What follows belongs to an exercise in optimizing a design on an open flow for small area, a short achievable clock period and few clock cycles per item; a production flow would make more cautious choices.
Only simulation tests tie the RTL to the original design; equivalence was not proved.
Power is estimated from default activity; no workload was simulated.

<file path="flow/config.mk">
export PLATFORM = sky130hd
export DESIGN_NAME = hamming_codec
export DESIGN_NICKNAME = hamming_codec
export VERILOG_FILES = /design/flow/design.v
export SDC_FILE = /design/flow/constraint.sdc
export NUM_CORES = 4
export LEC_CHECK = 0
export CAP_MARGIN = 20
export CORE_MARGIN = 2
export CORE_UTILIZATION = 50
export PLACE_DENSITY = 0.75
export SETUP_SLACK_MARGIN = 3.5
export SLEW_MARGIN = 20
</file>
<file path="flow/constraint.sdc">
create_clock -name core_clock -period 8.0 [get_ports {clk}]
set_input_delay 1.6000 -clock core_clock [delete_from_list [all_inputs] [get_ports {clk}]]
set_output_delay 1.6000 -clock core_clock [all_outputs]
set_load 0.01 [all_outputs]
</file>
<file path="flow/design.v">
module hamming_codec (
    input  wire         clk,
    input  wire         rst,         
    input  wire         in_valid,
    output wire         in_ready,
    input  wire         in_op,       
    input  wire [3:0]   in_r,        
    input  wire [254:0] in_word,
    output reg          out_valid,
    input  wire         out_ready,
    output wire [254:0] out_word,
    output reg          out_err      
);
    wire dec = in_op;
    reg  [8:2] sel;                  
    always @(*) begin
        sel = 7'd0;
        case (in_r)
            4'd2: sel[2] = 1'b1;
            4'd3: sel[3] = 1'b1;
            4'd4: sel[4] = 1'b1;
            4'd5: sel[5] = 1'b1;
            4'd6: sel[6] = 1'b1;
            4'd7: sel[7] = 1'b1;
            4'd8: sel[8] = 1'b1;
            default: ;
        endcase
    end
    wire bad_r = ~|sel;
    wire [1:0] p2;
    wire [2:0] p3;
    wire [3:0] p4;
    wire [4:0] p5;
    wire [5:0] p6;
    wire [6:0] p7;
    wire [7:0] p8;
    assign p2[1] = ^(in_word & 255'h1);
    assign p2[0] = ^(in_word & 255'h1);
    assign p3[2] = ^(in_word & 255'h7);
    assign p3[1] = ^(in_word & 255'hb);
    assign p3[0] = ^(in_word & 255'hd);
    assign p4[3] = ^(in_word & 255'hef);
    assign p4[2] = ^(in_word & 255'h337);
    assign p4[1] = ^(in_word & 255'h55b);
    assign p4[0] = ^(in_word & 255'h69d);
    assign p5[4] = ^(in_word & 255'hf0fdf);
    assign p5[3] = ^(in_word & 255'h7171ef);
    assign p5[2] = ^(in_word & 255'h192b677);
    assign p5[1] = ^(in_word & 255'h2a4dabb);
    assign p5[0] = ^(in_word & 255'h348ed3d);
    assign p6[5] = ^(in_word & 255'h7c00ffc1ffbf);
    assign p6[4] = ^(in_word & 255'h7843f03de1fdf);
    assign p6[3] = ^(in_word & 255'h3889c71c6ee3ef);
    assign p6[2] = ^(in_word & 255'hc912d964b76cf7);
    assign p6[1] = ^(in_word & 255'h152236aa93bb57b);
    assign p6[0] = ^(in_word & 255'h1a443b4d23dda7d);
    assign p7[6] = ^(in_word & 255'h1f800007fff0001ffffe07fff7f);
    assign p7[5] = ^(in_word & 255'h3e0801ff801f07fe007fef83ffbf);
    assign p7[4] = ^(in_word & 255'h3c2107e0781e1787e1f81f7bc3fdf);
    assign p7[3] = ^(in_word & 255'h1c44238e388e22bb8ee38e3bddc7ef);
    assign p7[2] = ^(in_word & 255'h648845b2c93244ddb36cb25deed9f7);
    assign p7[1] = ^(in_word & 255'ha91086d5525488eed5b5549ef76afb);
    assign p7[0] = ^(in_word & 255'hd2210769a46910f769da691f7bb4fd);
    assign p8[7] = ^(in_word & 255'h3f800000000fffff800000000ffffffffe00000ffffffffe03ffffeff);
    assign p8[6] = ^(in_word & 255'hfc0800007fff0001f8000fffff00000fffe07fff0001ffffefc0ffff7f);
    assign p8[5] = ^(in_word & 255'h1f041001ff801f003e083ff003ff003ff003ef83ff07fe007ff7df07ffbf);
    assign p8[4] = ^(in_word & 255'h1e108207e0781e103c213c3f0fc0f0fc0f03c37bc3f787e1f81fbef787fdf);
    assign p8[3] = ^(in_word & 255'he2210438e388e221c4425dc771c7171c711c45bddc7bb8ee38e3df7bb8fef);
    assign p8[2] = ^(in_word & 255'h32442085b2c93244648846ed9b6592b65926489deed9ddb36cb25efbddb3f7);
    assign p8[1] = ^(in_word & 255'h54884106d5525488a9108776adaaa4daaa4a911ef76aeed5b5549f7deed5fb);
    assign p8[0] = ^(in_word & 255'h6910820769a46910d22107bb4ed348ed348d221f7bb4f769da691fbef769fd);
    wire [7:0] s_in =
        ({8{sel[2]}} & {6'd0, p2 ^ {in_word[1], in_word[2]}}) |
        ({8{sel[3]}} & {5'd0, p3 ^ {in_word[4], in_word[5], in_word[6]}}) |
        ({8{sel[4]}} & {4'd0, p4 ^ {in_word[11], in_word[12], in_word[13], in_word[14]}}) |
        ({8{sel[5]}} & {3'd0, p5 ^ {in_word[26], in_word[27], in_word[28], in_word[29], in_word[30]}}) |
        ({8{sel[6]}} & {2'd0, p6 ^ {in_word[57], in_word[58], in_word[59], in_word[60], in_word[61], in_word[62]}}) |
        ({8{sel[7]}} & {1'd0, p7 ^ {in_word[120], in_word[121], in_word[122], in_word[123], in_word[124], in_word[125], in_word[126]}}) |
        ({8{sel[8]}} & (p8 ^ {in_word[247], in_word[248], in_word[249], in_word[250], in_word[251], in_word[252], in_word[253], in_word[254]}));
    wire [254:0] w_in;
    wire m0 = dec ? |(sel & 7'b1111111) : |(sel & 7'b1111111);
    wire [0:0] wm0 = in_word[0:0] & {1{m0}};
    assign w_in[0] = wm0[0];
    wire m1 = dec ? |(sel & 7'b1111111) : |(sel & 7'b1111110);
    wire [1:0] wm1 = in_word[2:1] & {2{m1}};
    assign w_in[1] = wm1[0] | (~dec & sel[2] & p2[1]);
    assign w_in[2] = wm1[1] | (~dec & sel[2] & p2[0]);
    wire m2 = dec ? |(sel & 7'b1111110) : |(sel & 7'b1111110);
    wire [0:0] wm2 = in_word[3:3] & {1{m2}};
    assign w_in[3] = wm2[0];
    wire m3 = dec ? |(sel & 7'b1111110) : |(sel & 7'b1111100);
    wire [2:0] wm3 = in_word[6:4] & {3{m3}};
    assign w_in[4] = wm3[0] | (~dec & sel[3] & p3[2]);
    assign w_in[5] = wm3[1] | (~dec & sel[3] & p3[1]);
    assign w_in[6] = wm3[2] | (~dec & sel[3] & p3[0]);
    wire m4 = dec ? |(sel & 7'b1111100) : |(sel & 7'b1111100);
    wire [3:0] wm4 = in_word[10:7] & {4{m4}};
    assign w_in[7] = wm4[0];
    assign w_in[8] = wm4[1];
    assign w_in[9] = wm4[2];
    assign w_in[10] = wm4[3];
    wire m5 = dec ? |(sel & 7'b1111100) : |(sel & 7'b1111000);
    wire [3:0] wm5 = in_word[14:11] & {4{m5}};
    assign w_in[11] = wm5[0] | (~dec & sel[4] & p4[3]);
    assign w_in[12] = wm5[1] | (~dec & sel[4] & p4[2]);
    assign w_in[13] = wm5[2] | (~dec & sel[4] & p4[1]);
    assign w_in[14] = wm5[3] | (~dec & sel[4] & p4[0]);
    wire m6 = dec ? |(sel & 7'b1111000) : |(sel & 7'b1111000);
    wire [10:0] wm6 = in_word[25:15] & {11{m6}};
    assign w_in[15] = wm6[0];
    assign w_in[16] = wm6[1];
    assign w_in[17] = wm6[2];
    assign w_in[18] = wm6[3];
    assign w_in[19] = wm6[4];
    assign w_in[20] = wm6[5];
    assign w_in[21] = wm6[6];
    assign w_in[22] = wm6[7];
    assign w_in[23] = wm6[8];
    assign w_in[24] = wm6[9];
    assign w_in[25] = wm6[10];
    wire m7 = dec ? |(sel & 7'b1111000) : |(sel & 7'b1110000);
    wire [4:0] wm7 = in_word[30:26] & {5{m7}};
    assign w_in[26] = wm7[0] | (~dec & sel[5] & p5[4]);
    assign w_in[27] = wm7[1] | (~dec & sel[5] & p5[3]);
    assign w_in[28] = wm7[2] | (~dec & sel[5] & p5[2]);
    assign w_in[29] = wm7[3] | (~dec & sel[5] & p5[1]);
    assign w_in[30] = wm7[4] | (~dec & sel[5] & p5[0]);
    wire m8 = dec ? |(sel & 7'b1110000) : |(sel & 7'b1110000);
    wire [25:0] wm8 = in_word[56:31] & {26{m8}};
    assign w_in[31] = wm8[0];
    assign w_in[32] = wm8[1];
    assign w_in[33] = wm8[2];
    assign w_in[34] = wm8[3];
    assign w_in[35] = wm8[4];
    assign w_in[36] = wm8[5];
    assign w_in[37] = wm8[6];
    assign w_in[38] = wm8[7];
    assign w_in[39] = wm8[8];
    assign w_in[40] = wm8[9];
    assign w_in[41] = wm8[10];
    assign w_in[42] = wm8[11];
    assign w_in[43] = wm8[12];
    assign w_in[44] = wm8[13];
    assign w_in[45] = wm8[14];
    assign w_in[46] = wm8[15];
    assign w_in[47] = wm8[16];
    assign w_in[48] = wm8[17];
    assign w_in[49] = wm8[18];
    assign w_in[50] = wm8[19];
    assign w_in[51] = wm8[20];
    assign w_in[52] = wm8[21];
    assign w_in[53] = wm8[22];
    assign w_in[54] = wm8[23];
    assign w_in[55] = wm8[24];
    assign w_in[56] = wm8[25];
    wire m9 = dec ? |(sel & 7'b1110000) : |(sel & 7'b1100000);
    wire [5:0] wm9 = in_word[62:57] & {6{m9}};
    assign w_in[57] = wm9[0] | (~dec & sel[6] & p6[5]);
    assign w_in[58] = wm9[1] | (~dec & sel[6] & p6[4]);
    assign w_in[59] = wm9[2] | (~dec & sel[6] & p6[3]);
    assign w_in[60] = wm9[3] | (~dec & sel[6] & p6[2]);
    assign w_in[61] = wm9[4] | (~dec & sel[6] & p6[1]);
    assign w_in[62] = wm9[5] | (~dec & sel[6] & p6[0]);
    wire m10 = dec ? |(sel & 7'b1100000) : |(sel & 7'b1100000);
    wire [56:0] wm10 = in_word[119:63] & {57{m10}};
    assign w_in[63] = wm10[0];
    assign w_in[64] = wm10[1];
    assign w_in[65] = wm10[2];
    assign w_in[66] = wm10[3];
    assign w_in[67] = wm10[4];
    assign w_in[68] = wm10[5];
    assign w_in[69] = wm10[6];
    assign w_in[70] = wm10[7];
    assign w_in[71] = wm10[8];
    assign w_in[72] = wm10[9];
    assign w_in[73] = wm10[10];
    assign w_in[74] = wm10[11];
    assign w_in[75] = wm10[12];
    assign w_in[76] = wm10[13];
    assign w_in[77] = wm10[14];
    assign w_in[78] = wm10[15];
    assign w_in[79] = wm10[16];
    assign w_in[80] = wm10[17];
    assign w_in[81] = wm10[18];
    assign w_in[82] = wm10[19];
    assign w_in[83] = wm10[20];
    assign w_in[84] = wm10[21];
    assign w_in[85] = wm10[22];
    assign w_in[86] = wm10[23];
    assign w_in[87] = wm10[24];
    assign w_in[88] = wm10[25];
    assign w_in[89] = wm10[26];
    assign w_in[90] = wm10[27];
    assign w_in[91] = wm10[28];
    assign w_in[92] = wm10[29];
    assign w_in[93] = wm10[30];
    assign w_in[94] = wm10[31];
    assign w_in[95] = wm10[32];
    assign w_in[96] = wm10[33];
    assign w_in[97] = wm10[34];
    assign w_in[98] = wm10[35];
    assign w_in[99] = wm10[36];
    assign w_in[100] = wm10[37];
    assign w_in[101] = wm10[38];
    assign w_in[102] = wm10[39];
    assign w_in[103] = wm10[40];
    assign w_in[104] = wm10[41];
    assign w_in[105] = wm10[42];
    assign w_in[106] = wm10[43];
    assign w_in[107] = wm10[44];
    assign w_in[108] = wm10[45];
    assign w_in[109] = wm10[46];
    assign w_in[110] = wm10[47];
    assign w_in[111] = wm10[48];
    assign w_in[112] = wm10[49];
    assign w_in[113] = wm10[50];
    assign w_in[114] = wm10[51];
    assign w_in[115] = wm10[52];
    assign w_in[116] = wm10[53];
    assign w_in[117] = wm10[54];
    assign w_in[118] = wm10[55];
    assign w_in[119] = wm10[56];
    wire m11 = dec ? |(sel & 7'b1100000) : |(sel & 7'b1000000);
    wire [6:0] wm11 = in_word[126:120] & {7{m11}};
    assign w_in[120] = wm11[0] | (~dec & sel[7] & p7[6]);
    assign w_in[121] = wm11[1] | (~dec & sel[7] & p7[5]);
    assign w_in[122] = wm11[2] | (~dec & sel[7] & p7[4]);
    assign w_in[123] = wm11[3] | (~dec & sel[7] & p7[3]);
    assign w_in[124] = wm11[4] | (~dec & sel[7] & p7[2]);
    assign w_in[125] = wm11[5] | (~dec & sel[7] & p7[1]);
    assign w_in[126] = wm11[6] | (~dec & sel[7] & p7[0]);
    wire m12 = dec ? |(sel & 7'b1000000) : |(sel & 7'b1000000);
    wire [119:0] wm12 = in_word[246:127] & {120{m12}};
    assign w_in[127] = wm12[0];
    assign w_in[128] = wm12[1];
    assign w_in[129] = wm12[2];
    assign w_in[130] = wm12[3];
    assign w_in[131] = wm12[4];
    assign w_in[132] = wm12[5];
    assign w_in[133] = wm12[6];
    assign w_in[134] = wm12[7];
    assign w_in[135] = wm12[8];
    assign w_in[136] = wm12[9];
    assign w_in[137] = wm12[10];
    assign w_in[138] = wm12[11];
    assign w_in[139] = wm12[12];
    assign w_in[140] = wm12[13];
    assign w_in[141] = wm12[14];
    assign w_in[142] = wm12[15];
    assign w_in[143] = wm12[16];
    assign w_in[144] = wm12[17];
    assign w_in[145] = wm12[18];
    assign w_in[146] = wm12[19];
    assign w_in[147] = wm12[20];
    assign w_in[148] = wm12[21];
    assign w_in[149] = wm12[22];
    assign w_in[150] = wm12[23];
    assign w_in[151] = wm12[24];
    assign w_in[152] = wm12[25];
    assign w_in[153] = wm12[26];
    assign w_in[154] = wm12[27];
    assign w_in[155] = wm12[28];
    assign w_in[156] = wm12[29];
    assign w_in[157] = wm12[30];
    assign w_in[158] = wm12[31];
    assign w_in[159] = wm12[32];
    assign w_in[160] = wm12[33];
    assign w_in[161] = wm12[34];
    assign w_in[162] = wm12[35];
    assign w_in[163] = wm12[36];
    assign w_in[164] = wm12[37];
    assign w_in[165] = wm12[38];
    assign w_in[166] = wm12[39];
    assign w_in[167] = wm12[40];
    assign w_in[168] = wm12[41];
    assign w_in[169] = wm12[42];
    assign w_in[170] = wm12[43];
    assign w_in[171] = wm12[44];
    assign w_in[172] = wm12[45];
    assign w_in[173] = wm12[46];
    assign w_in[174] = wm12[47];
    assign w_in[175] = wm12[48];
    assign w_in[176] = wm12[49];
    assign w_in[177] = wm12[50];
    assign w_in[178] = wm12[51];
    assign w_in[179] = wm12[52];
    assign w_in[180] = wm12[53];
    assign w_in[181] = wm12[54];
    assign w_in[182] = wm12[55];
    assign w_in[183] = wm12[56];
    assign w_in[184] = wm12[57];
    assign w_in[185] = wm12[58];
    assign w_in[186] = wm12[59];
    assign w_in[187] = wm12[60];
    assign w_in[188] = wm12[61];
    assign w_in[189] = wm12[62];
    assign w_in[190] = wm12[63];
    assign w_in[191] = wm12[64];
    assign w_in[192] = wm12[65];
    assign w_in[193] = wm12[66];
    assign w_in[194] = wm12[67];
    assign w_in[195] = wm12[68];
    assign w_in[196] = wm12[69];
    assign w_in[197] = wm12[70];
    assign w_in[198] = wm12[71];
    assign w_in[199] = wm12[72];
    assign w_in[200] = wm12[73];
    assign w_in[201] = wm12[74];
    assign w_in[202] = wm12[75];
    assign w_in[203] = wm12[76];
    assign w_in[204] = wm12[77];
    assign w_in[205] = wm12[78];
    assign w_in[206] = wm12[79];
    assign w_in[207] = wm12[80];
    assign w_in[208] = wm12[81];
    assign w_in[209] = wm12[82];
    assign w_in[210] = wm12[83];
    assign w_in[211] = wm12[84];
    assign w_in[212] = wm12[85];
    assign w_in[213] = wm12[86];
    assign w_in[214] = wm12[87];
    assign w_in[215] = wm12[88];
    assign w_in[216] = wm12[89];
    assign w_in[217] = wm12[90];
    assign w_in[218] = wm12[91];
    assign w_in[219] = wm12[92];
    assign w_in[220] = wm12[93];
    assign w_in[221] = wm12[94];
    assign w_in[222] = wm12[95];
    assign w_in[223] = wm12[96];
    assign w_in[224] = wm12[97];
    assign w_in[225] = wm12[98];
    assign w_in[226] = wm12[99];
    assign w_in[227] = wm12[100];
    assign w_in[228] = wm12[101];
    assign w_in[229] = wm12[102];
    assign w_in[230] = wm12[103];
    assign w_in[231] = wm12[104];
    assign w_in[232] = wm12[105];
    assign w_in[233] = wm12[106];
    assign w_in[234] = wm12[107];
    assign w_in[235] = wm12[108];
    assign w_in[236] = wm12[109];
    assign w_in[237] = wm12[110];
    assign w_in[238] = wm12[111];
    assign w_in[239] = wm12[112];
    assign w_in[240] = wm12[113];
    assign w_in[241] = wm12[114];
    assign w_in[242] = wm12[115];
    assign w_in[243] = wm12[116];
    assign w_in[244] = wm12[117];
    assign w_in[245] = wm12[118];
    assign w_in[246] = wm12[119];
    wire m13 = dec ? |(sel & 7'b1000000) : |(sel & 7'b0000000);
    wire [7:0] wm13 = in_word[254:247] & {8{m13}};
    assign w_in[247] = wm13[0] | (~dec & sel[8] & p8[7]);
    assign w_in[248] = wm13[1] | (~dec & sel[8] & p8[6]);
    assign w_in[249] = wm13[2] | (~dec & sel[8] & p8[5]);
    assign w_in[250] = wm13[3] | (~dec & sel[8] & p8[4]);
    assign w_in[251] = wm13[4] | (~dec & sel[8] & p8[3]);
    assign w_in[252] = wm13[5] | (~dec & sel[8] & p8[2]);
    assign w_in[253] = wm13[6] | (~dec & sel[8] & p8[1]);
    assign w_in[254] = wm13[7] | (~dec & sel[8] & p8[0]);
    reg [254:0] wn_q;        
    reg [7:0]   s_q;
    reg [8:2]   sel_q;
    reg         dec_q;
    assign in_ready = !out_valid || out_ready;
    always @(posedge clk) begin
        if (rst)
            out_valid <= 1'b0;
        else if (in_ready)
            out_valid <= in_valid;
    end
    always @(posedge clk) begin
        if (in_ready) begin
            wn_q    <= ~w_in;
            s_q     <= s_in;
            sel_q   <= sel;
            dec_q   <= dec;
            out_err <= bad_r;
        end
    end
    wire [15:0] lo;
    assign lo[0] = (s_q[3:0] == 4'd0);
    assign lo[1] = (s_q[3:0] == 4'd1);
    assign lo[2] = (s_q[3:0] == 4'd2);
    assign lo[3] = (s_q[3:0] == 4'd3);
    assign lo[4] = (s_q[3:0] == 4'd4);
    assign lo[5] = (s_q[3:0] == 4'd5);
    assign lo[6] = (s_q[3:0] == 4'd6);
    assign lo[7] = (s_q[3:0] == 4'd7);
    assign lo[8] = (s_q[3:0] == 4'd8);
    assign lo[9] = (s_q[3:0] == 4'd9);
    assign lo[10] = (s_q[3:0] == 4'd10);
    assign lo[11] = (s_q[3:0] == 4'd11);
    assign lo[12] = (s_q[3:0] == 4'd12);
    assign lo[13] = (s_q[3:0] == 4'd13);
    assign lo[14] = (s_q[3:0] == 4'd14);
    assign lo[15] = (s_q[3:0] == 4'd15);
    wire [0:0] hi2;
    assign hi2[0] = dec_q & sel_q[2] & (s_q[7:4] == 4'd0);
    wire [0:0] hi3;
    assign hi3[0] = dec_q & sel_q[3] & (s_q[7:4] == 4'd0);
    wire [0:0] hi4;
    assign hi4[0] = dec_q & sel_q[4] & (s_q[7:4] == 4'd0);
    wire [1:0] hi5;
    assign hi5[0] = dec_q & sel_q[5] & (s_q[7:4] == 4'd0);
    assign hi5[1] = dec_q & sel_q[5] & (s_q[7:4] == 4'd1);
    wire [3:0] hi6;
    assign hi6[0] = dec_q & sel_q[6] & (s_q[7:4] == 4'd0);
    assign hi6[1] = dec_q & sel_q[6] & (s_q[7:4] == 4'd1);
    assign hi6[2] = dec_q & sel_q[6] & (s_q[7:4] == 4'd2);
    assign hi6[3] = dec_q & sel_q[6] & (s_q[7:4] == 4'd3);
    wire [7:0] hi7;
    assign hi7[0] = dec_q & sel_q[7] & (s_q[7:4] == 4'd0);
    assign hi7[1] = dec_q & sel_q[7] & (s_q[7:4] == 4'd1);
    assign hi7[2] = dec_q & sel_q[7] & (s_q[7:4] == 4'd2);
    assign hi7[3] = dec_q & sel_q[7] & (s_q[7:4] == 4'd3);
    assign hi7[4] = dec_q & sel_q[7] & (s_q[7:4] == 4'd4);
    assign hi7[5] = dec_q & sel_q[7] & (s_q[7:4] == 4'd5);
    assign hi7[6] = dec_q & sel_q[7] & (s_q[7:4] == 4'd6);
    assign hi7[7] = dec_q & sel_q[7] & (s_q[7:4] == 4'd7);
    wire [15:0] hi8;
    assign hi8[0] = dec_q & sel_q[8] & (s_q[7:4] == 4'd0);
    assign hi8[1] = dec_q & sel_q[8] & (s_q[7:4] == 4'd1);
    assign hi8[2] = dec_q & sel_q[8] & (s_q[7:4] == 4'd2);
    assign hi8[3] = dec_q & sel_q[8] & (s_q[7:4] == 4'd3);
    assign hi8[4] = dec_q & sel_q[8] & (s_q[7:4] == 4'd4);
    assign hi8[5] = dec_q & sel_q[8] & (s_q[7:4] == 4'd5);
    assign hi8[6] = dec_q & sel_q[8] & (s_q[7:4] == 4'd6);
    assign hi8[7] = dec_q & sel_q[8] & (s_q[7:4] == 4'd7);
    assign hi8[8] = dec_q & sel_q[8] & (s_q[7:4] == 4'd8);
    assign hi8[9] = dec_q & sel_q[8] & (s_q[7:4] == 4'd9);
    assign hi8[10] = dec_q & sel_q[8] & (s_q[7:4] == 4'd10);
    assign hi8[11] = dec_q & sel_q[8] & (s_q[7:4] == 4'd11);
    assign hi8[12] = dec_q & sel_q[8] & (s_q[7:4] == 4'd12);
    assign hi8[13] = dec_q & sel_q[8] & (s_q[7:4] == 4'd13);
    assign hi8[14] = dec_q & sel_q[8] & (s_q[7:4] == 4'd14);
    assign hi8[15] = dec_q & sel_q[8] & (s_q[7:4] == 4'd15);
    assign out_word[0] = ~(wn_q[0] ^ ((hi2[0] & lo[3]) | (hi3[0] & lo[7]) | (hi4[0] & lo[15]) | (hi5[1] & lo[15]) | (hi6[3] & lo[15]) | (hi7[7] & lo[15]) | (hi8[15] & lo[15])));
    assign out_word[1] = ~(wn_q[1] ^ ((hi2[0] & lo[2]) | (hi3[0] & lo[6]) | (hi4[0] & lo[14]) | (hi5[1] & lo[14]) | (hi6[3] & lo[14]) | (hi7[7] & lo[14]) | (hi8[15] & lo[14])));
    assign out_word[2] = ~(wn_q[2] ^ ((hi2[0] & lo[1]) | (hi3[0] & lo[5]) | (hi4[0] & lo[13]) | (hi5[1] & lo[13]) | (hi6[3] & lo[13]) | (hi7[7] & lo[13]) | (hi8[15] & lo[13])));
    assign out_word[3] = ~(wn_q[3] ^ ((hi3[0] & lo[3]) | (hi4[0] & lo[11]) | (hi5[1] & lo[11]) | (hi6[3] & lo[11]) | (hi7[7] & lo[11]) | (hi8[15] & lo[11])));
    assign out_word[4] = ~(wn_q[4] ^ ((hi3[0] & lo[4]) | (hi4[0] & lo[7]) | (hi5[1] & lo[7]) | (hi6[3] & lo[7]) | (hi7[7] & lo[7]) | (hi8[15] & lo[7])));
    assign out_word[5] = ~(wn_q[5] ^ ((hi3[0] & lo[2]) | (hi4[0] & lo[12]) | (hi5[0] & lo[15]) | (hi6[2] & lo[15]) | (hi7[6] & lo[15]) | (hi8[14] & lo[15])));
    assign out_word[6] = ~(wn_q[6] ^ ((hi3[0] & lo[1]) | (hi4[0] & lo[10]) | (hi5[1] & lo[12]) | (hi6[1] & lo[15]) | (hi7[5] & lo[15]) | (hi8[13] & lo[15])));
    assign out_word[7] = ~(wn_q[7] ^ ((hi4[0] & lo[9]) | (hi5[1] & lo[10]) | (hi6[3] & lo[12]) | (hi7[3] & lo[15]) | (hi8[11] & lo[15])));
    assign out_word[8] = ~(wn_q[8] ^ ((hi4[0] & lo[6]) | (hi5[1] & lo[9]) | (hi6[3] & lo[10]) | (hi7[7] & lo[12]) | (hi8[7] & lo[15])));
    assign out_word[9] = ~(wn_q[9] ^ ((hi4[0] & lo[5]) | (hi5[1] & lo[6]) | (hi6[3] & lo[9]) | (hi7[7] & lo[10]) | (hi8[15] & lo[12])));
    assign out_word[10] = ~(wn_q[10] ^ ((hi4[0] & lo[3]) | (hi5[1] & lo[5]) | (hi6[3] & lo[6]) | (hi7[7] & lo[9]) | (hi8[15] & lo[10])));
    assign out_word[11] = ~(wn_q[11] ^ ((hi4[0] & lo[8]) | (hi5[1] & lo[3]) | (hi6[3] & lo[5]) | (hi7[7] & lo[6]) | (hi8[15] & lo[9])));
    assign out_word[12] = ~(wn_q[12] ^ ((hi4[0] & lo[4]) | (hi5[0] & lo[14]) | (hi6[3] & lo[3]) | (hi7[7] & lo[5]) | (hi8[15] & lo[6])));
    assign out_word[13] = ~(wn_q[13] ^ ((hi4[0] & lo[2]) | (hi5[0] & lo[13]) | (hi6[2] & lo[14]) | (hi7[7] & lo[3]) | (hi8[15] & lo[5])));
    assign out_word[14] = ~(wn_q[14] ^ ((hi4[0] & lo[1]) | (hi5[0] & lo[11]) | (hi6[2] & lo[13]) | (hi7[6] & lo[14]) | (hi8[15] & lo[3])));
    assign out_word[15] = ~(wn_q[15] ^ ((hi5[0] & lo[7]) | (hi6[2] & lo[11]) | (hi7[6] & lo[13]) | (hi8[14] & lo[14])));
    assign out_word[16] = ~(wn_q[16] ^ ((hi5[1] & lo[8]) | (hi6[2] & lo[7]) | (hi7[6] & lo[11]) | (hi8[14] & lo[13])));
    assign out_word[17] = ~(wn_q[17] ^ ((hi5[1] & lo[4]) | (hi6[1] & lo[14]) | (hi7[6] & lo[7]) | (hi8[14] & lo[11])));
    assign out_word[18] = ~(wn_q[18] ^ ((hi5[1] & lo[2]) | (hi6[1] & lo[13]) | (hi7[5] & lo[14]) | (hi8[14] & lo[7])));
    assign out_word[19] = ~(wn_q[19] ^ ((hi5[1] & lo[1]) | (hi6[1] & lo[11]) | (hi7[5] & lo[13]) | (hi8[13] & lo[14])));
    assign out_word[20] = ~(wn_q[20] ^ ((hi5[0] & lo[12]) | (hi6[1] & lo[7]) | (hi7[5] & lo[11]) | (hi8[13] & lo[13])));
    assign out_word[21] = ~(wn_q[21] ^ ((hi5[0] & lo[10]) | (hi6[0] & lo[15]) | (hi7[5] & lo[7]) | (hi8[13] & lo[11])));
    assign out_word[22] = ~(wn_q[22] ^ ((hi5[0] & lo[9]) | (hi6[3] & lo[8]) | (hi7[4] & lo[15]) | (hi8[13] & lo[7])));
    assign out_word[23] = ~(wn_q[23] ^ ((hi5[0] & lo[6]) | (hi6[3] & lo[4]) | (hi7[3] & lo[14]) | (hi8[12] & lo[15])));
    assign out_word[24] = ~(wn_q[24] ^ ((hi5[0] & lo[5]) | (hi6[3] & lo[2]) | (hi7[3] & lo[13]) | (hi8[11] & lo[14])));
    assign out_word[25] = ~(wn_q[25] ^ ((hi5[0] & lo[3]) | (hi6[3] & lo[1]) | (hi7[3] & lo[11]) | (hi8[11] & lo[13])));
    assign out_word[26] = ~(wn_q[26] ^ ((hi5[1] & lo[0]) | (hi6[2] & lo[12]) | (hi7[3] & lo[7]) | (hi8[11] & lo[11])));
    assign out_word[27] = ~(wn_q[27] ^ ((hi5[0] & lo[8]) | (hi6[2] & lo[10]) | (hi7[2] & lo[15]) | (hi8[11] & lo[7])));
    assign out_word[28] = ~(wn_q[28] ^ ((hi5[0] & lo[4]) | (hi6[2] & lo[9]) | (hi7[1] & lo[15]) | (hi8[10] & lo[15])));
    assign out_word[29] = ~(wn_q[29] ^ ((hi5[0] & lo[2]) | (hi6[2] & lo[6]) | (hi7[7] & lo[8]) | (hi8[9] & lo[15])));
    assign out_word[30] = ~(wn_q[30] ^ ((hi5[0] & lo[1]) | (hi6[2] & lo[5]) | (hi7[7] & lo[4]) | (hi8[7] & lo[14])));
    assign out_word[31] = ~(wn_q[31] ^ ((hi6[2] & lo[3]) | (hi7[7] & lo[2]) | (hi8[7] & lo[13])));
    assign out_word[32] = ~(wn_q[32] ^ ((hi6[1] & lo[12]) | (hi7[7] & lo[1]) | (hi8[7] & lo[11])));
    assign out_word[33] = ~(wn_q[33] ^ ((hi6[1] & lo[10]) | (hi7[6] & lo[12]) | (hi8[7] & lo[7])));
    assign out_word[34] = ~(wn_q[34] ^ ((hi6[1] & lo[9]) | (hi7[6] & lo[10]) | (hi8[6] & lo[15])));
    assign out_word[35] = ~(wn_q[35] ^ ((hi6[1] & lo[6]) | (hi7[6] & lo[9]) | (hi8[5] & lo[15])));
    assign out_word[36] = ~(wn_q[36] ^ ((hi6[1] & lo[5]) | (hi7[6] & lo[6]) | (hi8[3] & lo[15])));
    assign out_word[37] = ~(wn_q[37] ^ ((hi6[1] & lo[3]) | (hi7[6] & lo[5]) | (hi8[15] & lo[8])));
    assign out_word[38] = ~(wn_q[38] ^ ((hi6[0] & lo[14]) | (hi7[6] & lo[3]) | (hi8[15] & lo[4])));
    assign out_word[39] = ~(wn_q[39] ^ ((hi6[0] & lo[13]) | (hi7[5] & lo[12]) | (hi8[15] & lo[2])));
    assign out_word[40] = ~(wn_q[40] ^ ((hi6[0] & lo[11]) | (hi7[5] & lo[10]) | (hi8[15] & lo[1])));
    assign out_word[41] = ~(wn_q[41] ^ ((hi6[0] & lo[7]) | (hi7[5] & lo[9]) | (hi8[14] & lo[12])));
    assign out_word[42] = ~(wn_q[42] ^ ((hi6[3] & lo[0]) | (hi7[5] & lo[6]) | (hi8[14] & lo[10])));
    assign out_word[43] = ~(wn_q[43] ^ ((hi6[2] & lo[8]) | (hi7[5] & lo[5]) | (hi8[14] & lo[9])));
    assign out_word[44] = ~(wn_q[44] ^ ((hi6[2] & lo[4]) | (hi7[5] & lo[3]) | (hi8[14] & lo[6])));
    assign out_word[45] = ~(wn_q[45] ^ ((hi6[2] & lo[2]) | (hi7[4] & lo[14]) | (hi8[14] & lo[5])));
    assign out_word[46] = ~(wn_q[46] ^ ((hi6[2] & lo[1]) | (hi7[4] & lo[13]) | (hi8[14] & lo[3])));
    assign out_word[47] = ~(wn_q[47] ^ ((hi6[1] & lo[8]) | (hi7[4] & lo[11]) | (hi8[13] & lo[12])));
    assign out_word[48] = ~(wn_q[48] ^ ((hi6[1] & lo[4]) | (hi7[4] & lo[7]) | (hi8[13] & lo[10])));
    assign out_word[49] = ~(wn_q[49] ^ ((hi6[1] & lo[2]) | (hi7[3] & lo[12]) | (hi8[13] & lo[9])));
    assign out_word[50] = ~(wn_q[50] ^ ((hi6[1] & lo[1]) | (hi7[3] & lo[10]) | (hi8[13] & lo[6])));
    assign out_word[51] = ~(wn_q[51] ^ ((hi6[0] & lo[12]) | (hi7[3] & lo[9]) | (hi8[13] & lo[5])));
    assign out_word[52] = ~(wn_q[52] ^ ((hi6[0] & lo[10]) | (hi7[3] & lo[6]) | (hi8[13] & lo[3])));
    assign out_word[53] = ~(wn_q[53] ^ ((hi6[0] & lo[9]) | (hi7[3] & lo[5]) | (hi8[12] & lo[14])));
    assign out_word[54] = ~(wn_q[54] ^ ((hi6[0] & lo[6]) | (hi7[3] & lo[3]) | (hi8[12] & lo[13])));
    assign out_word[55] = ~(wn_q[55] ^ ((hi6[0] & lo[5]) | (hi7[2] & lo[14]) | (hi8[12] & lo[11])));
    assign out_word[56] = ~(wn_q[56] ^ ((hi6[0] & lo[3]) | (hi7[2] & lo[13]) | (hi8[12] & lo[7])));
    assign out_word[57] = ~(wn_q[57] ^ ((hi6[2] & lo[0]) | (hi7[2] & lo[11]) | (hi8[11] & lo[12])));
    assign out_word[58] = ~(wn_q[58] ^ ((hi6[1] & lo[0]) | (hi7[2] & lo[7]) | (hi8[11] & lo[10])));
    assign out_word[59] = ~(wn_q[59] ^ ((hi6[0] & lo[8]) | (hi7[1] & lo[14]) | (hi8[11] & lo[9])));
    assign out_word[60] = ~(wn_q[60] ^ ((hi6[0] & lo[4]) | (hi7[1] & lo[13]) | (hi8[11] & lo[6])));
    assign out_word[61] = ~(wn_q[61] ^ ((hi6[0] & lo[2]) | (hi7[1] & lo[11]) | (hi8[11] & lo[5])));
    assign out_word[62] = ~(wn_q[62] ^ ((hi6[0] & lo[1]) | (hi7[1] & lo[7]) | (hi8[11] & lo[3])));
    assign out_word[63] = ~(wn_q[63] ^ ((hi7[0] & lo[15]) | (hi8[10] & lo[14])));
    assign out_word[64] = ~(wn_q[64] ^ ((hi7[7] & lo[0]) | (hi8[10] & lo[13])));
    assign out_word[65] = ~(wn_q[65] ^ ((hi7[6] & lo[8]) | (hi8[10] & lo[11])));
    assign out_word[66] = ~(wn_q[66] ^ ((hi7[6] & lo[4]) | (hi8[10] & lo[7])));
    assign out_word[67] = ~(wn_q[67] ^ ((hi7[6] & lo[2]) | (hi8[9] & lo[14])));
    assign out_word[68] = ~(wn_q[68] ^ ((hi7[6] & lo[1]) | (hi8[9] & lo[13])));
    assign out_word[69] = ~(wn_q[69] ^ ((hi7[5] & lo[8]) | (hi8[9] & lo[11])));
    assign out_word[70] = ~(wn_q[70] ^ ((hi7[5] & lo[4]) | (hi8[9] & lo[7])));
    assign out_word[71] = ~(wn_q[71] ^ ((hi7[5] & lo[2]) | (hi8[8] & lo[15])));
    assign out_word[72] = ~(wn_q[72] ^ ((hi7[5] & lo[1]) | (hi8[7] & lo[12])));
    assign out_word[73] = ~(wn_q[73] ^ ((hi7[4] & lo[12]) | (hi8[7] & lo[10])));
    assign out_word[74] = ~(wn_q[74] ^ ((hi7[4] & lo[10]) | (hi8[7] & lo[9])));
    assign out_word[75] = ~(wn_q[75] ^ ((hi7[4] & lo[9]) | (hi8[7] & lo[6])));
    assign out_word[76] = ~(wn_q[76] ^ ((hi7[4] & lo[6]) | (hi8[7] & lo[5])));
    assign out_word[77] = ~(wn_q[77] ^ ((hi7[4] & lo[5]) | (hi8[7] & lo[3])));
    assign out_word[78] = ~(wn_q[78] ^ ((hi7[4] & lo[3]) | (hi8[6] & lo[14])));
    assign out_word[79] = ~(wn_q[79] ^ ((hi7[3] & lo[8]) | (hi8[6] & lo[13])));
    assign out_word[80] = ~(wn_q[80] ^ ((hi7[3] & lo[4]) | (hi8[6] & lo[11])));
    assign out_word[81] = ~(wn_q[81] ^ ((hi7[3] & lo[2]) | (hi8[6] & lo[7])));
    assign out_word[82] = ~(wn_q[82] ^ ((hi7[3] & lo[1]) | (hi8[5] & lo[14])));
    assign out_word[83] = ~(wn_q[83] ^ ((hi7[2] & lo[12]) | (hi8[5] & lo[13])));
    assign out_word[84] = ~(wn_q[84] ^ ((hi7[2] & lo[10]) | (hi8[5] & lo[11])));
    assign out_word[85] = ~(wn_q[85] ^ ((hi7[2] & lo[9]) | (hi8[5] & lo[7])));
    assign out_word[86] = ~(wn_q[86] ^ ((hi7[2] & lo[6]) | (hi8[4] & lo[15])));
    assign out_word[87] = ~(wn_q[87] ^ ((hi7[2] & lo[5]) | (hi8[3] & lo[14])));
    assign out_word[88] = ~(wn_q[88] ^ ((hi7[2] & lo[3]) | (hi8[3] & lo[13])));
    assign out_word[89] = ~(wn_q[89] ^ ((hi7[1] & lo[12]) | (hi8[3] & lo[11])));
    assign out_word[90] = ~(wn_q[90] ^ ((hi7[1] & lo[10]) | (hi8[3] & lo[7])));
    assign out_word[91] = ~(wn_q[91] ^ ((hi7[1] & lo[9]) | (hi8[2] & lo[15])));
    assign out_word[92] = ~(wn_q[92] ^ ((hi7[1] & lo[6]) | (hi8[1] & lo[15])));
    assign out_word[93] = ~(wn_q[93] ^ ((hi7[1] & lo[5]) | (hi8[15] & lo[0])));
    assign out_word[94] = ~(wn_q[94] ^ ((hi7[1] & lo[3]) | (hi8[14] & lo[8])));
    assign out_word[95] = ~(wn_q[95] ^ ((hi7[0] & lo[14]) | (hi8[14] & lo[4])));
    assign out_word[96] = ~(wn_q[96] ^ ((hi7[0] & lo[13]) | (hi8[14] & lo[2])));
    assign out_word[97] = ~(wn_q[97] ^ ((hi7[0] & lo[11]) | (hi8[14] & lo[1])));
    assign out_word[98] = ~(wn_q[98] ^ ((hi7[0] & lo[7]) | (hi8[13] & lo[8])));
    assign out_word[99] = ~(wn_q[99] ^ ((hi7[6] & lo[0]) | (hi8[13] & lo[4])));
    assign out_word[100] = ~(wn_q[100] ^ ((hi7[5] & lo[0]) | (hi8[13] & lo[2])));
    assign out_word[101] = ~(wn_q[101] ^ ((hi7[4] & lo[8]) | (hi8[13] & lo[1])));
    assign out_word[102] = ~(wn_q[102] ^ ((hi7[4] & lo[4]) | (hi8[12] & lo[12])));
    assign out_word[103] = ~(wn_q[103] ^ ((hi7[4] & lo[2]) | (hi8[12] & lo[10])));
    assign out_word[104] = ~(wn_q[104] ^ ((hi7[4] & lo[1]) | (hi8[12] & lo[9])));
    assign out_word[105] = ~(wn_q[105] ^ ((hi7[3] & lo[0]) | (hi8[12] & lo[6])));
    assign out_word[106] = ~(wn_q[106] ^ ((hi7[2] & lo[8]) | (hi8[12] & lo[5])));
    assign out_word[107] = ~(wn_q[107] ^ ((hi7[2] & lo[4]) | (hi8[12] & lo[3])));
    assign out_word[108] = ~(wn_q[108] ^ ((hi7[2] & lo[2]) | (hi8[11] & lo[8])));
    assign out_word[109] = ~(wn_q[109] ^ ((hi7[2] & lo[1]) | (hi8[11] & lo[4])));
    assign out_word[110] = ~(wn_q[110] ^ ((hi7[1] & lo[8]) | (hi8[11] & lo[2])));
    assign out_word[111] = ~(wn_q[111] ^ ((hi7[1] & lo[4]) | (hi8[11] & lo[1])));
    assign out_word[112] = ~(wn_q[112] ^ ((hi7[1] & lo[2]) | (hi8[10] & lo[12])));
    assign out_word[113] = ~(wn_q[113] ^ ((hi7[1] & lo[1]) | (hi8[10] & lo[10])));
    assign out_word[114] = ~(wn_q[114] ^ ((hi7[0] & lo[12]) | (hi8[10] & lo[9])));
    assign out_word[115] = ~(wn_q[115] ^ ((hi7[0] & lo[10]) | (hi8[10] & lo[6])));
    assign out_word[116] = ~(wn_q[116] ^ ((hi7[0] & lo[9]) | (hi8[10] & lo[5])));
    assign out_word[117] = ~(wn_q[117] ^ ((hi7[0] & lo[6]) | (hi8[10] & lo[3])));
    assign out_word[118] = ~(wn_q[118] ^ ((hi7[0] & lo[5]) | (hi8[9] & lo[12])));
    assign out_word[119] = ~(wn_q[119] ^ ((hi7[0] & lo[3]) | (hi8[9] & lo[10])));
    assign out_word[120] = ~(wn_q[120] ^ ((hi7[4] & lo[0]) | (hi8[9] & lo[9])));
    assign out_word[121] = ~(wn_q[121] ^ ((hi7[2] & lo[0]) | (hi8[9] & lo[6])));
    assign out_word[122] = ~(wn_q[122] ^ ((hi7[1] & lo[0]) | (hi8[9] & lo[5])));
    assign out_word[123] = ~(wn_q[123] ^ ((hi7[0] & lo[8]) | (hi8[9] & lo[3])));
    assign out_word[124] = ~(wn_q[124] ^ ((hi7[0] & lo[4]) | (hi8[8] & lo[14])));
    assign out_word[125] = ~(wn_q[125] ^ ((hi7[0] & lo[2]) | (hi8[8] & lo[13])));
    assign out_word[126] = ~(wn_q[126] ^ ((hi7[0] & lo[1]) | (hi8[8] & lo[11])));
    assign out_word[127] = ~(wn_q[127] ^ ((hi8[8] & lo[7])));
    assign out_word[128] = ~(wn_q[128] ^ ((hi8[7] & lo[8])));
    assign out_word[129] = ~(wn_q[129] ^ ((hi8[7] & lo[4])));
    assign out_word[130] = ~(wn_q[130] ^ ((hi8[7] & lo[2])));
    assign out_word[131] = ~(wn_q[131] ^ ((hi8[7] & lo[1])));
    assign out_word[132] = ~(wn_q[132] ^ ((hi8[6] & lo[12])));
    assign out_word[133] = ~(wn_q[133] ^ ((hi8[6] & lo[10])));
    assign out_word[134] = ~(wn_q[134] ^ ((hi8[6] & lo[9])));
    assign out_word[135] = ~(wn_q[135] ^ ((hi8[6] & lo[6])));
    assign out_word[136] = ~(wn_q[136] ^ ((hi8[6] & lo[5])));
    assign out_word[137] = ~(wn_q[137] ^ ((hi8[6] & lo[3])));
    assign out_word[138] = ~(wn_q[138] ^ ((hi8[5] & lo[12])));
    assign out_word[139] = ~(wn_q[139] ^ ((hi8[5] & lo[10])));
    assign out_word[140] = ~(wn_q[140] ^ ((hi8[5] & lo[9])));
    assign out_word[141] = ~(wn_q[141] ^ ((hi8[5] & lo[6])));
    assign out_word[142] = ~(wn_q[142] ^ ((hi8[5] & lo[5])));
    assign out_word[143] = ~(wn_q[143] ^ ((hi8[5] & lo[3])));
    assign out_word[144] = ~(wn_q[144] ^ ((hi8[4] & lo[14])));
    assign out_word[145] = ~(wn_q[145] ^ ((hi8[4] & lo[13])));
    assign out_word[146] = ~(wn_q[146] ^ ((hi8[4] & lo[11])));
    assign out_word[147] = ~(wn_q[147] ^ ((hi8[4] & lo[7])));
    assign out_word[148] = ~(wn_q[148] ^ ((hi8[3] & lo[12])));
    assign out_word[149] = ~(wn_q[149] ^ ((hi8[3] & lo[10])));
    assign out_word[150] = ~(wn_q[150] ^ ((hi8[3] & lo[9])));
    assign out_word[151] = ~(wn_q[151] ^ ((hi8[3] & lo[6])));
    assign out_word[152] = ~(wn_q[152] ^ ((hi8[3] & lo[5])));
    assign out_word[153] = ~(wn_q[153] ^ ((hi8[3] & lo[3])));
    assign out_word[154] = ~(wn_q[154] ^ ((hi8[2] & lo[14])));
    assign out_word[155] = ~(wn_q[155] ^ ((hi8[2] & lo[13])));
    assign out_word[156] = ~(wn_q[156] ^ ((hi8[2] & lo[11])));
    assign out_word[157] = ~(wn_q[157] ^ ((hi8[2] & lo[7])));
    assign out_word[158] = ~(wn_q[158] ^ ((hi8[1] & lo[14])));
    assign out_word[159] = ~(wn_q[159] ^ ((hi8[1] & lo[13])));
    assign out_word[160] = ~(wn_q[160] ^ ((hi8[1] & lo[11])));
    assign out_word[161] = ~(wn_q[161] ^ ((hi8[1] & lo[7])));
    assign out_word[162] = ~(wn_q[162] ^ ((hi8[0] & lo[15])));
    assign out_word[163] = ~(wn_q[163] ^ ((hi8[14] & lo[0])));
    assign out_word[164] = ~(wn_q[164] ^ ((hi8[13] & lo[0])));
    assign out_word[165] = ~(wn_q[165] ^ ((hi8[12] & lo[8])));
    assign out_word[166] = ~(wn_q[166] ^ ((hi8[12] & lo[4])));
    assign out_word[167] = ~(wn_q[167] ^ ((hi8[12] & lo[2])));
    assign out_word[168] = ~(wn_q[168] ^ ((hi8[12] & lo[1])));
    assign out_word[169] = ~(wn_q[169] ^ ((hi8[11] & lo[0])));
    assign out_word[170] = ~(wn_q[170] ^ ((hi8[10] & lo[8])));
    assign out_word[171] = ~(wn_q[171] ^ ((hi8[10] & lo[4])));
    assign out_word[172] = ~(wn_q[172] ^ ((hi8[10] & lo[2])));
    assign out_word[173] = ~(wn_q[173] ^ ((hi8[10] & lo[1])));
    assign out_word[174] = ~(wn_q[174] ^ ((hi8[9] & lo[8])));
    assign out_word[175] = ~(wn_q[175] ^ ((hi8[9] & lo[4])));
    assign out_word[176] = ~(wn_q[176] ^ ((hi8[9] & lo[2])));
    assign out_word[177] = ~(wn_q[177] ^ ((hi8[9] & lo[1])));
    assign out_word[178] = ~(wn_q[178] ^ ((hi8[8] & lo[12])));
    assign out_word[179] = ~(wn_q[179] ^ ((hi8[8] & lo[10])));
    assign out_word[180] = ~(wn_q[180] ^ ((hi8[8] & lo[9])));
    assign out_word[181] = ~(wn_q[181] ^ ((hi8[8] & lo[6])));
    assign out_word[182] = ~(wn_q[182] ^ ((hi8[8] & lo[5])));
    assign out_word[183] = ~(wn_q[183] ^ ((hi8[8] & lo[3])));
    assign out_word[184] = ~(wn_q[184] ^ ((hi8[7] & lo[0])));
    assign out_word[185] = ~(wn_q[185] ^ ((hi8[6] & lo[8])));
    assign out_word[186] = ~(wn_q[186] ^ ((hi8[6] & lo[4])));
    assign out_word[187] = ~(wn_q[187] ^ ((hi8[6] & lo[2])));
    assign out_word[188] = ~(wn_q[188] ^ ((hi8[6] & lo[1])));
    assign out_word[189] = ~(wn_q[189] ^ ((hi8[5] & lo[8])));
    assign out_word[190] = ~(wn_q[190] ^ ((hi8[5] & lo[4])));
    assign out_word[191] = ~(wn_q[191] ^ ((hi8[5] & lo[2])));
    assign out_word[192] = ~(wn_q[192] ^ ((hi8[5] & lo[1])));
    assign out_word[193] = ~(wn_q[193] ^ ((hi8[4] & lo[12])));
    assign out_word[194] = ~(wn_q[194] ^ ((hi8[4] & lo[10])));
    assign out_word[195] = ~(wn_q[195] ^ ((hi8[4] & lo[9])));
    assign out_word[196] = ~(wn_q[196] ^ ((hi8[4] & lo[6])));
    assign out_word[197] = ~(wn_q[197] ^ ((hi8[4] & lo[5])));
    assign out_word[198] = ~(wn_q[198] ^ ((hi8[4] & lo[3])));
    assign out_word[199] = ~(wn_q[199] ^ ((hi8[3] & lo[8])));
    assign out_word[200] = ~(wn_q[200] ^ ((hi8[3] & lo[4])));
    assign out_word[201] = ~(wn_q[201] ^ ((hi8[3] & lo[2])));
    assign out_word[202] = ~(wn_q[202] ^ ((hi8[3] & lo[1])));
    assign out_word[203] = ~(wn_q[203] ^ ((hi8[2] & lo[12])));
    assign out_word[204] = ~(wn_q[204] ^ ((hi8[2] & lo[10])));
    assign out_word[205] = ~(wn_q[205] ^ ((hi8[2] & lo[9])));
    assign out_word[206] = ~(wn_q[206] ^ ((hi8[2] & lo[6])));
    assign out_word[207] = ~(wn_q[207] ^ ((hi8[2] & lo[5])));
    assign out_word[208] = ~(wn_q[208] ^ ((hi8[2] & lo[3])));
    assign out_word[209] = ~(wn_q[209] ^ ((hi8[1] & lo[12])));
    assign out_word[210] = ~(wn_q[210] ^ ((hi8[1] & lo[10])));
    assign out_word[211] = ~(wn_q[211] ^ ((hi8[1] & lo[9])));
    assign out_word[212] = ~(wn_q[212] ^ ((hi8[1] & lo[6])));
    assign out_word[213] = ~(wn_q[213] ^ ((hi8[1] & lo[5])));
    assign out_word[214] = ~(wn_q[214] ^ ((hi8[1] & lo[3])));
    assign out_word[215] = ~(wn_q[215] ^ ((hi8[0] & lo[14])));
    assign out_word[216] = ~(wn_q[216] ^ ((hi8[0] & lo[13])));
    assign out_word[217] = ~(wn_q[217] ^ ((hi8[0] & lo[11])));
    assign out_word[218] = ~(wn_q[218] ^ ((hi8[0] & lo[7])));
    assign out_word[219] = ~(wn_q[219] ^ ((hi8[12] & lo[0])));
    assign out_word[220] = ~(wn_q[220] ^ ((hi8[10] & lo[0])));
    assign out_word[221] = ~(wn_q[221] ^ ((hi8[9] & lo[0])));
    assign out_word[222] = ~(wn_q[222] ^ ((hi8[8] & lo[8])));
    assign out_word[223] = ~(wn_q[223] ^ ((hi8[8] & lo[4])));
    assign out_word[224] = ~(wn_q[224] ^ ((hi8[8] & lo[2])));
    assign out_word[225] = ~(wn_q[225] ^ ((hi8[8] & lo[1])));
    assign out_word[226] = ~(wn_q[226] ^ ((hi8[6] & lo[0])));
    assign out_word[227] = ~(wn_q[227] ^ ((hi8[5] & lo[0])));
    assign out_word[228] = ~(wn_q[228] ^ ((hi8[4] & lo[8])));
    assign out_word[229] = ~(wn_q[229] ^ ((hi8[4] & lo[4])));
    assign out_word[230] = ~(wn_q[230] ^ ((hi8[4] & lo[2])));
    assign out_word[231] = ~(wn_q[231] ^ ((hi8[4] & lo[1])));
    assign out_word[232] = ~(wn_q[232] ^ ((hi8[3] & lo[0])));
    assign out_word[233] = ~(wn_q[233] ^ ((hi8[2] & lo[8])));
    assign out_word[234] = ~(wn_q[234] ^ ((hi8[2] & lo[4])));
    assign out_word[235] = ~(wn_q[235] ^ ((hi8[2] & lo[2])));
    assign out_word[236] = ~(wn_q[236] ^ ((hi8[2] & lo[1])));
    assign out_word[237] = ~(wn_q[237] ^ ((hi8[1] & lo[8])));
    assign out_word[238] = ~(wn_q[238] ^ ((hi8[1] & lo[4])));
    assign out_word[239] = ~(wn_q[239] ^ ((hi8[1] & lo[2])));
    assign out_word[240] = ~(wn_q[240] ^ ((hi8[1] & lo[1])));
    assign out_word[241] = ~(wn_q[241] ^ ((hi8[0] & lo[12])));
    assign out_word[242] = ~(wn_q[242] ^ ((hi8[0] & lo[10])));
    assign out_word[243] = ~(wn_q[243] ^ ((hi8[0] & lo[9])));
    assign out_word[244] = ~(wn_q[244] ^ ((hi8[0] & lo[6])));
    assign out_word[245] = ~(wn_q[245] ^ ((hi8[0] & lo[5])));
    assign out_word[246] = ~(wn_q[246] ^ ((hi8[0] & lo[3])));
    assign out_word[247] = ~(wn_q[247] ^ ((hi8[8] & lo[0])));
    assign out_word[248] = ~(wn_q[248] ^ ((hi8[4] & lo[0])));
    assign out_word[249] = ~(wn_q[249] ^ ((hi8[2] & lo[0])));
    assign out_word[250] = ~(wn_q[250] ^ ((hi8[1] & lo[0])));
    assign out_word[251] = ~(wn_q[251] ^ ((hi8[0] & lo[8])));
    assign out_word[252] = ~(wn_q[252] ^ ((hi8[0] & lo[4])));
    assign out_word[253] = ~(wn_q[253] ^ ((hi8[0] & lo[2])));
    assign out_word[254] = ~(wn_q[254] ^ ((hi8[0] & lo[1])));
endmodule
</file>
<file path="flow/flow/run.sh">
#!/bin/bash
# The standard layout, with every port buffered by the smallest plain buffer
# (sky130_fd_sc_hd__buf_1) instead of the default delay-cell buffer; timing
# repair resizes the ones on critical paths.
set -e
export BUFFER_PORTS_ARGS="-buffer_cell sky130_fd_sc_hd__buf_1"
bash standard.sh > standard.log 2>&1
</file>
<file path="flow/standard.sh">
#!/bin/bash
# synth_recipe.tcl (not shown) runs the flow's synth.tcl, then flattens the netlist and writes it again
# the make line also repeats each setting of config.mk as NAME=value (left out here)
make -C /OpenROAD-flow-scripts/flow DESIGN_CONFIG=/design/flow/config.mk WORK_HOME=/design/flow/orfs CLKGATE_MAP_FILE= SYNTH_SCRIPT=/design/flow/synth_recipe.tcl "${@:-finish}"
</file>
==> metrics.md, run 1 <==
| Metric | Value |
|---|---|
| Status | `complete, no violations` |
| Final Cycle Share | `58.00%` |
| Synth unique cells | `52` |
| Die ar. | `around 0.047 sq mm` |
| Gate Count Post-Synth | `about 2,200` |
| Synth Area in XOR/XNOR | `44.09%` |
| Clock Skew | `0.01181 ns` |
| Max-cap violations | `0` |
| Detailed Place HPWL | `slightly above 90,000 um` |
| Initial Util | `between 50% and 60%` |
| CTS tree | `built` |
| Antenna viol nets, final | `0` |
| Crit. End Element | `primary output` |
| Power Density | `between 300 and 400 mW/mm^2` |
| Clk sink count | `~270` |
| Cell total after placement | `about 3,200` |
| Critical Path Fanout Max | `13` |
| Worst path required time | `6.40 ns` |
| FMAX | `215.5 MHz` |
| Setup TNS | `0 ns` |
| Die height | `~220 um` |
| DR vias | `between 20,000 and 25,000` |
| Most common cell in the synthesized netlist | `xnor2_1` |
| Switching Fraction | `44.45%` |
| DR DRC count | `0` |
| Vias per cell | `6.393` |
| Data arrival time of the critical path | `3.04 ns` |
| P_leak | `8.223 nW` |
| Hold Crit Class | `register to register` |
| Post-Layout Cell Count | `~3,400` |
| Mux cell area share after synthesis | `0.04413%` |
| P_sw | `~3.6 mW` |
| P_int | `4.529 mW` |
| Initial antenna violation count | `9` |
| DRT Pass-1 Iters | `11` |
| Final setup fails | `0` |
| Combinational share of power | `~60%` |
| Vias in the first global route | `around 19,000` |
| EDFF count, synth | `approximately 270` |
| Routed wire length per instance | `35.40 um` |
| Seq cells post-synth | `273` |
| Design Area, Final | `between 0.02 and 0.03 sq mm` |
| Synth top cells by count | `xnor2_1 (696), nand2_1 (343), edfxtp_1 (272)` |
| Register area share after synthesis | `36.10%` |
| Area leader, netlist | `edfxtp_1` |
| H-tree depth | `2` |
| Placed Area | `0.02510 sq mm` |
| Post-Syn Area per Cell | `slightly above 10 sq um` |
| Final Total Pwr | `8.154 mW` |
| Die width | `approximately 220 um` |
| Synthesized area | `0.02268 sq mm` |
| GR Util All Layers | `about 48%` |
| Layout cells sized above 1 | `about a tenth` |
| Maximum buffer depth of the clock tree | `3` |
| Startpoint Class | `register` |
| Post-Synth Adder-Cell Area | `0%` |
| Worst skew pair latency | `~0.55 ns` |
| Final core occ | `about three fifths` |
| Syn_nets | `approximately 2,500` |
| Reg power frac | `21.1%` |
| Final hold violations | `0` |
| Clock-pin slew on the worst setup and hold paths | `around 0.060 ns` |
| Yosys warns | `1` |
| Top-area cell type share of the netlist area | `between 30% and 40%` |
| Asr flop ratio synth | `0%` |
| Max-slew violation count | `0` |
| GPL Wtd Cong | `between 1 and 1.5` |
| Grt ovf | `0` |
| Area grow syn2layout | `19.19%` |
| Num rows | `78` |
| Crit path time final | `approximately 4.6 ns` |
| Measured slew at the worst slew-check pin | `about 1.1 ns` |
| Simple-gate share of the synthesized area | `under 10%` |
| NumNets Final | `2,987` |
| CTS Buf Count | `34` |
| Synth Area in Compound Gates | `7.111%` |
| Most used DFF post-synth | `edfxtp_1` |
| # IOs | `between 500 and 600` |
| Maximum VDD drop | `between 0.0002 and 0.00025 V` |
| Clk root buf | `clkbuf_16` |
| WL final | `around 120,000 um` |
| Synth top area cells | `edfxtp_1 (36%), xnor2_1 (27%), xor2_1 (9.0%), nand2_1 (5.7%), xnor3_1 (5.6%)` |
| Largest net degree at the start of global routing | `between 150 and 200` |
| Core Box Area | `0.04509 sq mm` |
| Iter 0 DRT Violations | `between 4,000 and 5,000` |
| Largest family of logic cells by synthesized area | `XOR/XNOR gates` |
| Filler instances | `3,921` |
| RSZ-0062 raised after global routing | `true` |
| Global-route wire length before repair | `about 160,000 um` |
| Buffers on Ports | `approximately 520` |
| Rel. slew slack | `a little over a quarter` |
| Clock share of power | `roughly a fifth` |
| Critical path class | `register to primary output` |
==> kinds of logic (layout without fill, tap and decap cells) <==
group	count (synthesis)	count (layout)
AOI/OAI and AO/OA	249	249
xor gates and xnor gates	1015	1015
buffers and inverters	155	665
DFF	273	273
muxes	1	1
other	0	8
and+or+nand+nor	542	542
==> state kept, by name, indices dropped and copies added, names as in the netlist <==
name and flops:
s_q 8, out_valid 1, dec_q 1, out_err 1
sel_q 7, wn_q 255
==> routing by layer <==
| metal | part of all wire [%] | GRT usage, % | wire [um] |
|---|---|---|---|
| met1 | 36 | 66.44 | 42590 |
| met2 | 41 | 68.60 | 48580 |
| met3 | 17 | 16.25 | 19730 |
| met4 | 6.5 | 22.88 | 7771 |
| met5 | 0.010 | 0 | 12 |
==> layout by cell type, fill, tap and decap left out, drive strengths merged, types with 5 or more instances in the layout <==
cell,synthesis,routed
or3,6,6
clkbuf,115,48
edfxtp,272,272
nand3,19,19
a21oi,41,41
clkinv,1,10
nand2,343,343
nor4,5,5
a222oi,11,11
o22ai,121,121
o221ai,8,8
nor3,23,23
a221oi,7,7
buf,33,589
nor2b,9,9
xor3,5,5
xnor3,61,61
xnor2,712,712
o21ai,23,23
inv,6,11
xor2,237,237
nand2b,11,11
a22oi,24,24
nor2,112,112
diode,0,8
==> cell type report <==
type / instances / area, sq um / share of cell area (%)
tap: 600 / 750.7 / 2.777
sequential: 273 / 8188 / 30.29
antenna: 8 / 20.02 / 0.07405
timing repair buffer: 600 / 2633 / 9.738
inverter: 7 / 28.78 / 0.1064
clock inverter: 18 / 165.2 / 0.6109
multi-input combinational: 1807 / 14380 / 53.18
clock buffer: 40 / 873.3 / 3.230
==> critical path, cell delays in order, from the launching register on <==
cell	delay (ns)
edfxtp_1	0.55
nor2_2	0.34
nand3_2	0.38
buf_4	0.36
o22ai_1	0.18
a21oi_1	0.06
o211ai_1	0.21
xnor2_1	0.20
buf_1	0.17
==> what timing repair did <==
action / CTS / global route
endpoints found under the setup margin: 209 / 91
gates resized for setup: 84 / 55
hold buffers: 0 / 0
endpoints found under the hold margin: 0 / 0
pin swaps: 1 / 1
buffers inserted: 29 / 12
==> final timing paths <==
| check | start | to | slack (ns) | cells after the start |
|---|---|---|---|---|
| setup / recovery | s_q[2]$_DFFE_PP_ | out_word[14] | 3.36 | 8 |
| hold / removal | out_valid$_SDFFE_PP0P_ | out_valid$_SDFFE_PP0P_ | 1.16 | 2 |
| setup reg to reg | out_valid$_SDFFE_PP0P_ | wn_q[2]$_DFFE_PP_ | 5.67 | 2 |
| hold reg to reg | out_valid$_SDFFE_PP0P_ | out_valid$_SDFFE_PP0P_ | 1.16 | 2 |
==> per-stage QoR <==
| stage | hold WS, ns | setup slack (ns) |
|---|---|---|
| 4_1_cts | 1.152 | 3.503 |
| 3_3_place_gp | 1.091 | 2.154 |
| 6_report | 1.160 | 3.360 |
| 2_1_floorplan | 1.669 | 2.873 |
| 3_5_place_dp | 1.142 | 2.290 |
| 5_1_grt | 1.202 | 3.395 |
==> power groups by stage <==
stage	registers [mW]	logic (mW)	clock network, mW
finish	1.72	4.91	1.52
global route	1.72	4.99	1.56
CTS	1.71	4.64	1.50
detailed placement	1.78	4.43	0
global placement	1.78	4.46	0
floorplan	1.72	3.14	0
Testbench counts, summed over its fixed seeds: cycles 12,008, items 12,000.
==> inputs of run 2 (changes only) <==
--- a/flow/config.mk
+++ b/flow/config.mk
@@ -7,7 +7,7 @@
 export LEC_CHECK = 0
 export CAP_MARGIN = 20
 export CORE_MARGIN = 2
-export CORE_UTILIZATION = 50
-export PLACE_DENSITY = 0.75
+export CORE_UTILIZATION = 45
+export PLACE_DENSITY = 0.7
 export SETUP_SLACK_MARGIN = 3.5
 export SLEW_MARGIN = 20
==> run 2 against run 1 <==
Against the previous run:
- still clean
- synthesized cell count is the same
- clock power shrank 14%
- global-route usage shrank 4.5 points
- power shrank 2.2%
- setup slack gained 0.043 ns
- non-clock buffer count shrank 2
- first-iteration DRC count shrank 11%
- via count shrank 2.1%
- count of clock-buffer cells in the layout shrank 1
- wire length grew 0.81%
- final area is essentially flat
- hold slack lost 0.29 ns
- highest routed layer unchanged
==> metrics.md, run 2 <==
| Metric | Value |
|---|---|
| Area grow syn2layout | `19.13%` |
| Worst path required time | `between 6 and 7 ns` |
| Multi-input gate area | `between 0.01 and 0.015 sq mm` |
| Top-area cell type share of the netlist area | `a little over a third` |
| NumNets Final | `around 3,000` |
| Critical path class | `register to primary output` |
| Clock Skew | `between 0.02 and 0.025 ns` |
| Maximum buffer depth of the clock tree | `3` |
| EDFF count, synth | `around 270` |
| Buffers on Ports | `521` |
| Design Area, Final | `roughly 0.027 sq mm` |
| Global-route wire length before repair | `around 160,000 um` |
| Reg area | `around 0.0082 sq mm` |
| Largest net degree at the start of global routing | `165` |
| Asr flop ratio synth | `0%` |
| Area leader, netlist | `edfxtp_1` |
| Final hold violations | `0` |
| Iter 0 DRT Violations | `around 4,300` |
| GPL Wtd Cong | `about 1.1` |
| # IOs | `around 520` |
| Critical Path Fanout Max | `14` |
| Mux cell area share after synthesis | `0.04413%` |
| Clock-pin slew on the worst setup and hold paths | `approximately 0.060 ns` |
| Crit path time final | `4.597 ns` |
| CTS Buf Count | `30` |
| Worst Hold Launch | `out_valid$_SDFFE_PP0P_` |
| Final setup fails | `0` |
| WL final | `approximately 120,000 um` |
| Vias in the first global route | `approximately 20,000` |
| Largest register FFs | `between 200 and 300` |
| Vias per cell | `~6` |
| Clk root buf | `clkbuf_16` |
| Die ar. | `0.05222 sq mm` |
| Syn_nets | `about 2,500` |
| FMAX | `~220 MHz` |
| Core Box Area | `roughly 0.050 sq mm` |
| Synth Area in Compound Gates | `7.111%` |
| Synth top area cells | `edfxtp_1 (36%), xnor2_1 (27%), xor2_1 (9.0%), nand2_1 (5.7%), xnor3_1 (5.6%)` |
| Rel. slew slack | `between 20% and 30%` |
| Synth unique cells | `52` |
| Filler instances | `approximately 4,700` |
| DR DRC count | `0` |
| Num rows | `about 80` |
| Power Density | `around 300 mW/mm^2` |
| Register area share after synthesis | `a little over a third` |
| Most flop-heavy register | `wn_q` |
| Final Cycle Share | `approximately 57%` |
| Yosys warns | `1` |
| Worst skew pair latency | `just under 0.6 ns` |
| Detailed Place HPWL | `roughly 96,000 um` |
| Max-slew violation count | `0` |
| Seq cells post-synth | `roughly 270` |
| Data arrival time of the critical path | `roughly 3 ns` |
| Hold_buf cts | `0` |
| Largest family of logic cells by synthesized area | `XOR/XNOR gates` |
| Post-Syn Area per Cell | `roughly 10 sq um` |
| Max-cap violations | `0` |
| Status | `complete, no violations` |
| H-tree depth | `1` |
| Cell total after placement | `about 3,300` |
| Crit. End Element | `primary output` |
| Setup TNS | `0 ns` |
| Gate Count Post-Synth | `roughly 2,200` |
| Synth top cells by count | `xnor2_1 (696), nand2_1 (343), edfxtp_1 (272)` |
| Clk sink count | `about 270` |
| Simple-gate share of the synthesized area | `about a tenth` |
| Startpoint Class | `register` |
| P_leak | `8.155 nW` |
| GR Util All Layers | `a little over two fifths` |
| Synth Area in XOR/XNOR | `44.09%` |
| Post-Synth Adder-Cell Area | `0%` |
| Measured slew at the worst slew-check pin | `~1.1 ns` |
| Most frequent cells in the layout | `xnor2_1 (687), buf_1 (509), nand2_1 (323)` |
| Antenna viol nets, final | `0` |
| Routed wire length per instance | `about 35 um` |
| Die height | `228.5 um` |
| Hold path cells | `2` |
| Placed Area | `0.02522 sq mm` |
| R2R Path Start | `out_valid$_SDFFE_PP0P_` |
| Initial antenna violation count | `11` |
| CTS tree | `built` |
| Post-Layout Cell Count | `between 3,000 and 4,000` |
| Hold Crit Class | `register to register` |
| Most common cell in the synthesized netlist | `xnor2_1` |
| DR vias | `20,980` |
| RSZ-0062 raised after global routing | `true` |
| Die width | `between 200 and 250 um` |
| Synthesized area | `approximately 0.023 sq mm` |
| Grt ovf | `0` |
| Initial Util | `a little under half` |
| Layout cells sized above 1 | `9.091%` |
| Leading cell type in the layout, fill and taps excluded | `xnor2_1` |
| Start point of the critical path | `s_q[1]$_DFFE_PP_` |
| DRT Pass-1 Iters | `10` |
| Largest regs | `wn_q: 255 flops, s_q: 8 flops, sel_q: 7 flops` |
| Maximum VDD drop | `between 0.0002 and 0.0003 V` |
| Depth of the worst register-to-register path | `3` |
| Most used DFF post-synth | `edfxtp_1` |
==> run 2: cell counts after synthesis <==
Identical to the previous run, type by type.
==> run 2: layout make-up <==
class	instances	area share (%)
clock inverter	15	0.3149
antenna	11	0.1019
tap	672	3.112
sequential	273	30.30
timing repair buffer	598	9.821
inverter	7	0.1065
multi-input combinational	1807	53.34
clock buffer	39	2.903
==> run 2: final timing paths <==
path,to,slack [ns]
setup reg to reg,sel_q[6]$_DFFE_PP_,5.43
hold / removal,out_valid$_SDFFE_PP0P_,0.87
hold reg to reg,out_valid$_SDFFE_PP0P_,0.87
setup / recovery,out_word[58],3.40
==> run 2: worst max-delay path, cell delays in order (launching register included) <==
cell	delay, ns
edfxtp_1	0.43
buf_12	0.18
nor2_1	0.30
nand2_2	0.37
buf_4	0.32
o22ai_1	0.17
a21oi_1	0.16
xor2_1	0.29
buf_1	0.18
==> run 2: cells by family after synthesis <==
kind of cell,after synthesis
mux,1
xor+xnor,1015
compound gates,249
simple gates,542
buf+inv,155
flops,273
==> run 2: power by group <==
| group | leakage [nW] | switching (mW) | internal, mW |
|---|---|---|---|
| Combinational | 5.48 | 2.94 | 2.02 |
| Clock | 0.426 | 0.614 | 0.688 |
| Sequential | 2.25 | 0.0543 | 1.66 |
==> run 2: timing repair <==
action | 4_1_cts | 5_1_grt
gates resized for setup | 90 | 49
setup buffers | 26 | 10
pin swaps | 3 | 3
endpoints found under the setup margin | 207 | 86
==> run 2: layer usage <==
| layer | GRT usage (%) | wire length, um |
|---|---|---|
| met3 | 12.01 | 17590 |
| met1 | 62.07 | 46050 |
| met2 | 64.49 | 50310 |
| met5 | 0 | 13 |
| met4 | 15.69 | 5673 |
==> run 2: metrics by stage <==
step / setup WS, ns / total power, mW / util [%] / hold slack, ns
final: 3.403 / 7.973 / 54.08 / 0.8735
after global placement: 1.851 / 6.320 / 50.48 / 0.8619
after global routing: 3.380 / 8.100 / 54.07 / 0.9752
after floorplan: 2.873 / 4.862 / - / 1.669
after CTS: 3.410 / 7.730 / 53.41 / 0.8959
after detailed placement: 1.993 / 6.285 / 50.48 / 0.8887

Re-timed with assumed drivers on the ports (clkbuf_16 on the clock, buf_2 on other inputs), run 2 has 3.349 ns of setup slack against 3.403 ns with ideal ports, and 2.801 ns once port delays also move by the mid clock arrival of 0.638 ns.
